This design comes from an exercise in tuning for a short achievable clock period and few clock cycles on the open sky130 flow, not from production work.
In this exercise RTL edits were held to simulation tests only and were not proved equivalent to the original.
Power figures rest on the tool's default switching activity, not on a simulated workload.

== v6 ==
// rdt3_frame_decoder
module rdt3_frame_decoder (
    input  wire        clk,
    input  wire        rst,
    input  wire        in_valid,
    output wire        in_ready,
    input  wire [31:0] in_data,
    input  wire [2:0]  in_nbytes,    
    input  wire        in_last,
    output reg         out_valid,
    input  wire        out_ready,
    output reg  [31:0] out_seq,
    output reg  [31:0] out_ack,
    output reg         out_is_ack,
    output reg  [31:0] out_digest,
    output reg  [31:0] out_crc,
    output reg         out_corrupt,
    output reg         out_malformed,
    output reg  [15:0] out_len,
    output reg  [15:0] out_poff,
    output reg  [15:0] out_plen
);
    localparam integer SLOTS = 6;    
    localparam [31:0] CRC_INIT = 32'hFFFFFFFF;
        function [31:0] crc_loop;
        input [31:0] x;
        begin
            crc_loop[0] = x[31];
            crc_loop[1] = (x[0] ^ x[31]);
            crc_loop[2] = (x[1] ^ x[31]);
            crc_loop[3] = x[2];
            crc_loop[4] = (x[3] ^ x[31]);
            crc_loop[5] = (x[4] ^ x[31]);
            crc_loop[6] = x[5];
            crc_loop[7] = (x[6] ^ x[31]);
            crc_loop[8] = (x[7] ^ x[31]);
            crc_loop[9] = x[8];
            crc_loop[10] = (x[9] ^ x[31]);
            crc_loop[11] = (x[10] ^ x[31]);
            crc_loop[12] = (x[11] ^ x[31]);
            crc_loop[13] = x[12];
            crc_loop[14] = x[13];
            crc_loop[15] = x[14];
            crc_loop[16] = (x[15] ^ x[31]);
            crc_loop[17] = x[16];
            crc_loop[18] = x[17];
  ...
Size in the first run: about 2500 flip-flops, ~220 I/O pins.
clock: 5.0 ns
lec_check: 0
abc_clock_period_in_ps: 1500
cap_margin: 20
core_margin: 2
core_utilization: 60
cts_cluster_diameter: 100
cts_cluster_size: 25
setup_slack_margin: 3.0
slew_margin: 20
run.sh (not shown) runs the stock make flow with config.mk's settings and CLKGATE_MAP_FILE= SYNTH_SCRIPT=/design/flow/synth_recipe.tcl, a recipe that flattens the netlist after the stock synthesis.
v6 ended with every stage complete and zero timing, DRC or antenna violations.
Testbench counts of v6, summed over its fixed seeds: cycles 70,368.
#### Input delta (v7 over v6)
--- a/flow/design.v
+++ b/flow/design.v
@@ -1507,55 +1507,46 @@
             conv_u2_w109 = (conv_u2_w65 & r[116]) | (conv_u2_w65 & r[117]) | (r[116] & r[117]);
             conv_u2_w110 = r[119] ^ r[120];
             conv_u2_w111 = r[119] & r[120];
             conv_u2_w112 = r[122] ^ r[123];
             conv_u2_w113 = r[122] & r[123];
             conv_u2 = {1'b0, 1'b0, 1'b0, 1'b0, r[126], r[124], r[121], r[118], r[115], r[111], r[107], r[103], conv_u2_w56, conv_u2_w52, conv_u2_w48, conv_u2_w44, conv_u2_w40, conv_u2_w36, conv_u2_w32, conv_u2_w28, conv_u2_w24, conv_u2_w20, conv_u2_w16, conv_u2_w12, conv_u2_w8, r[24], r[18], r[13], r[9], r[5], 1'b0, 1'b0, 1'b0, 1'b0, r[130], r[128], r[125], conv_u2_w112, conv_u2_w110, conv_u2_w108, conv_u2_w106, conv_u2_w104, conv_u2_w102, conv_u2_w100, conv_u2_w98, conv_u2_w96, conv_u2_w94, conv_u2_w92, conv_u2_w90, conv_u2_w88, conv_u2_w86, conv_u2_w84, conv_u2_w82, conv_u2_w80, conv_u2_w78, conv_u2_w76, conv_u2_w74, conv_u2_w72, conv_u2_w70, conv_u2_w68, r[8], r[4], r[2], 1'b0, r[132], r[131], r[129], r[127], conv_u2_w113, conv_u2_w111, conv_u2_w109, conv_u2_w107, conv_u2_w105, conv_u2_w103, conv_u2_w101, conv_u2_w99, conv_u2_w97, conv_u2_w95, conv_u2_w93, conv_u2_w91, conv_u2_w89, conv_u2_w87, conv_u2_w85, conv_u2_w83, conv_u2_w81, conv_u2_w79, conv_u2_w77, conv_u2_w75, conv_u2_w73, conv_u2_w71, conv_u2_w69, conv_u2_w67, conv_u2_w66, r[3], r[1], r[0]};
         end
     endfunction
     integer j, f;
     reg        in_ready_r;
     assign in_ready = in_ready_r;
     wire       take = in_valid & in_ready_r & ~rst;
-    reg        v0, l0;
-    reg [31:0] d0;
-    reg [2:0]  n0;
-    always @(posedge clk) begin
-        v0 <= take;
-        l0 <= in_last;
-        d0 <= in_data;
-        n0 <= in_nbytes;
-    end
     reg        v1, l1;
     reg [31:0] d1;
     reg [2:0]  n1;
     reg [3:0]  lv1, pp1, dg1, mn1;
     reg [15:0] pc1;           
     reg [4:0]  pt1;           
     reg [3:0]  lv0, pp0, dg0, mn0;
     always @* begin
         for (j = 0; j < 4; j = j + 1) begin
-            lv0[j] = (n0 > j);
-            pp0[j] = lv0[j] & (d0[8*j +: 8] == 8'h7C);
-            dg0[j] = lv0[j] & (d0[8*j+4 +: 4] == 4'h3) & (d0[8*j +: 4] <= 4'd9);
-            mn0[j] = lv0[j] & (d0[8*j +: 8] == 8'h2D);
+            lv0[j] = (in_nbytes > j);
+            pp0[j] = lv0[j] & (in_data[8*j +: 8] == 8'h7C);
+            dg0[j] = lv0[j] & (in_data[8*j+4 +: 4] == 4'h3) & (in_data[8*j +: 4] <= 4'd9);
+            mn0[j] = lv0[j] & (in_data[8*j +: 8] == 8'h2D);
         end
     end
     wire [3:0] pco3 = ones3(pp0[2:0]);
     wire [4:0] pto  = ones4(pp0);
     always @(posedge clk) begin
-        v1  <= v0 & ~rst;
-        l1  <= l0;
-        d1  <= d0;
-        n1  <= n0;
+        v1  <= take;
+        l1  <= in_last;
+        d1  <= in_data;
+        n1  <= in_nbytes;
         lv1 <= lv0;
         pp1 <= pp0;
         dg1 <= dg0;
         mn1 <= mn0;
         pc1[3:0]   <= 4'b0001;
         pc1[7:4]   <= {2'b00, pp0[0], ~pp0[0]};
         pc1[11:8]  <= {1'b0, pp0[0] & pp0[1], pp0[0] ^ pp0[1], ~pp0[0] & ~pp0[1]};
         pc1[15:12] <= pco3;
         pt1        <= pto;
     end
     reg [4:0]  npo;           
     reg        oe;            
Notes after the runs:
v7 ended up with a lower routability congestion estimate than v6 did. The run showing the greater design area is v6. Worst setup path startpoint = in_nbytes[0]: v7; worst setup path startpoint = n0[2]: v6. Compared to v6, v7 was floorplanned on a smaller die. In v7 relative to v6, total wirelength of the detailed-routed design had gone up slightly. Looking at period utilization, v7 sits above v6. v7 has core utilization below what v6 had.
Testbench counts of v7, summed over its fixed seeds: cycles 70,360.

Setup of main:
rdt3_frame_decoder, a different RTL version from the one above (not shown whole).
Size: ~9100 cells after synthesis.
clock: 5.0 ns
lec_check: 0
abc_clock_period_in_ps: 1500
cap_margin: 20
core_margin: 2
core_utilization: 70
cts_cluster_diameter: 100
cts_cluster_size: 25
setup_slack_margin: 3.0
slew_margin: 20
main | stages: all done | timing, DRC, antenna: all pass
Testbench counts of main, summed over its fixed seeds: cycles 70,368.
Edits applied to the flow inputs when going from main to the feature branch:
diff --git a/flow/design.v b/flow/design.v
--- a/flow/design.v
+++ b/flow/design.v
@@ -1520,69 +1520,88 @@
     reg [31:0] d0;
     reg [2:0]  n0;
     always @(posedge clk) begin
         v0 <= take;
         l0 <= in_last;
         d0 <= in_data;
         n0 <= in_nbytes;
     end
     reg        v1, l1;
     reg [31:0] d1;
     reg [2:0]  n1;
     reg [3:0]  lv1, pp1, dg1, mn1;
+    reg [15:0] pc1;           
+    reg [4:0]  pt1;           
     reg [3:0]  lv0, pp0, dg0, mn0;
     always @* begin
         for (j = 0; j < 4; j = j + 1) begin
             lv0[j] = (n0 > j);
             pp0[j] = lv0[j] & (d0[8*j +: 8] == 8'h7C);
             dg0[j] = lv0[j] & (d0[8*j+4 +: 4] == 4'h3) & (d0[8*j +: 4] <= 4'd9);
             mn0[j] = lv0[j] & (d0[8*j +: 8] == 8'h2D);
         end
     end
+    wire [3:0] pco3 = ones3(pp0[2:0]);
+    wire [4:0] pto  = ones4(pp0);
     always @(posedge clk) begin
         v1  <= v0 & ~rst;
         l1  <= l0;
         d1  <= d0;
         n1  <= n0;
         lv1 <= lv0;
         pp1 <= pp0;
         dg1 <= dg0;
         mn1 <= mn0;
+        pc1[3:0]   <= 4'b0001;
+        pc1[7:4]   <= {2'b00, pp0[0], ~pp0[0]};
+        pc1[11:8]  <= {1'b0, pp0[0] & pp0[1], pp0[0] ^ pp0[1], ~pp0[0] & ~pp0[1]};
+        pc1[15:12] <= pco3;
+        pt1        <= pto;
     end
     reg [4:0]  npo;           
     reg        oe;            
     reg [8:0]  bc;            
     reg        v2, l2, st2, four2;
     reg [31:0] md2;           
     reg [15:0] nib2;          
     reg [2:0]  n2;
     reg [8:0]  bc2;
     reg [15:0] isf2;          
     reg [3:0]  pay2, sep42, first2, dg2, mn2;
-    reg [19:0] pbo;           
+    reg [15:0] pbe;           
+    reg [3:0]  pb4;           
     reg [4:0]  npn;
     reg [15:0] isf1;
     reg [3:0]  pay1, sep41, first1;
+    integer a;
     always @* begin
-        pbo[4:0] = npo;
-        for (j = 1; j < 4; j = j + 1)
-            pbo[5*j +: 5] = pp1[j-1] ? {pbo[5*j-2] | pbo[5*j-1], pbo[5*j-3 -: 3], 1'b0}
-                                     : pbo[5*(j-1) +: 5];
-        npn = pp1[3] ? {pbo[18] | pbo[19], pbo[17:15], 1'b0} : pbo[19:15];
         for (j = 0; j < 4; j = j + 1) begin
+            for (f = 0; f < 4; f = f + 1) begin
+                pbe[4*j+f] = 1'b0;
+                for (a = 0; a <= f; a = a + 1)
+                    pbe[4*j+f] = pbe[4*j+f] | (npo[a] & pc1[4*j + f - a]);
+            end
+            pb4[j] = npo[4] | (npo[3] & ~pc1[4*j]) | (npo[2] & ~pc1[4*j] & ~pc1[4*j+1]) |
+                     (npo[1] & pc1[4*j+3]);
             for (f = 0; f < 4; f = f + 1)
-                isf1[4*j+f] = lv1[j] & ~pp1[j] & pbo[5*j+f];
-            pay1[j]  = lv1[j] & pbo[5*j+4];
-            sep41[j] = pp1[j] & pbo[5*j+3];
+                isf1[4*j+f] = lv1[j] & ~pp1[j] & pbe[4*j+f];
+            pay1[j]  = lv1[j] & pb4[j];
+            sep41[j] = pp1[j] & pbe[4*j+3];
         end
+        for (f = 0; f < 4; f = f + 1) begin
+            npn[f] = 1'b0;
+            for (a = 0; a <= f; a = a + 1)
+                npn[f] = npn[f] | (npo[a] & pt1[f - a]);
+        end
+        npn[4] = ~|npn[3:0];
         first1[0] = oe;
         first1[1] = pp1[0];
         first1[2] = pp1[1];
         first1[3] = pp1[2];
     end
     always @(posedge clk) begin
         if (rst) begin
             npo <= 5'b00001;
             oe  <= 1'b1;
             bc  <= 9'd0;
         end else if (v1) begin
             npo <= l1 ? 5'b00001 : npn;
==> summary.txt <==
Worst slew margin relative to its limit: the feature branch better than main
On fraction of area in multi-input gates, main tracks the feature branch almost exactly.
Between main and the feature branch, the proportion of total power due to net switching figures differ only marginally.
Summary: worst voltage drop across the vdd grid, the feature branch worse than main
Between main and the feature branch, the difference in global-route usage is negligible.
Between the feature branch and main, the power density of the placed cells does not differ in any meaningful way.
Changes observed in the feature branch relative to main: wire length went up by 1.7%, first-pass GRT wire length went up by about 1.8%.
On sequential portion of the cell area, main and the feature branch are neck and neck.
Critical path depth: lower on main
On die area, main and the feature branch are basically level.
Fmax: the feature branch below main
Cell area after synthesis: the feature branch vs main, no meaningful difference
Testbench counts of the feature branch, summed over its fixed seeds: cycles 70,368.

separate check: timing with driven ports:
No port has a modelled driver above. Below, the same layouts with a new extraction and two added sets of constraints. Step 1 assumes that a clkbuf_16 drives the clock port and a buf_2 every other input. Step 2, shift: input delay + t, output delay - t, t = (earliest + latest rising clock arrival at the registers) / 2. This alone moves slack from input paths to output paths. a / b / c = ideal / step 1 / step 2; a / b = the first two.
| run | shift t [ns] | setup WS [ns] | worst setup path after step 2 |
|---|---|---|---|
| v6 | 0.883 | 2.542 / 2.521 / 2.127 | input to register |
| v7 | 0.888 | 2.518 / 2.565 / 1.677 | input to register |
| main | 0.871 | 2.672 / 2.602 / 1.950 | input to register |
| the feature branch | 0.866 | 2.601 / 2.555 / 1.689 | input to register |
After both steps every run listed still meets setup and hold. For the feature branch, which loses most, drivers alone change the setup slack by -0.046 ns; drivers and shift together by -0.912 ns.
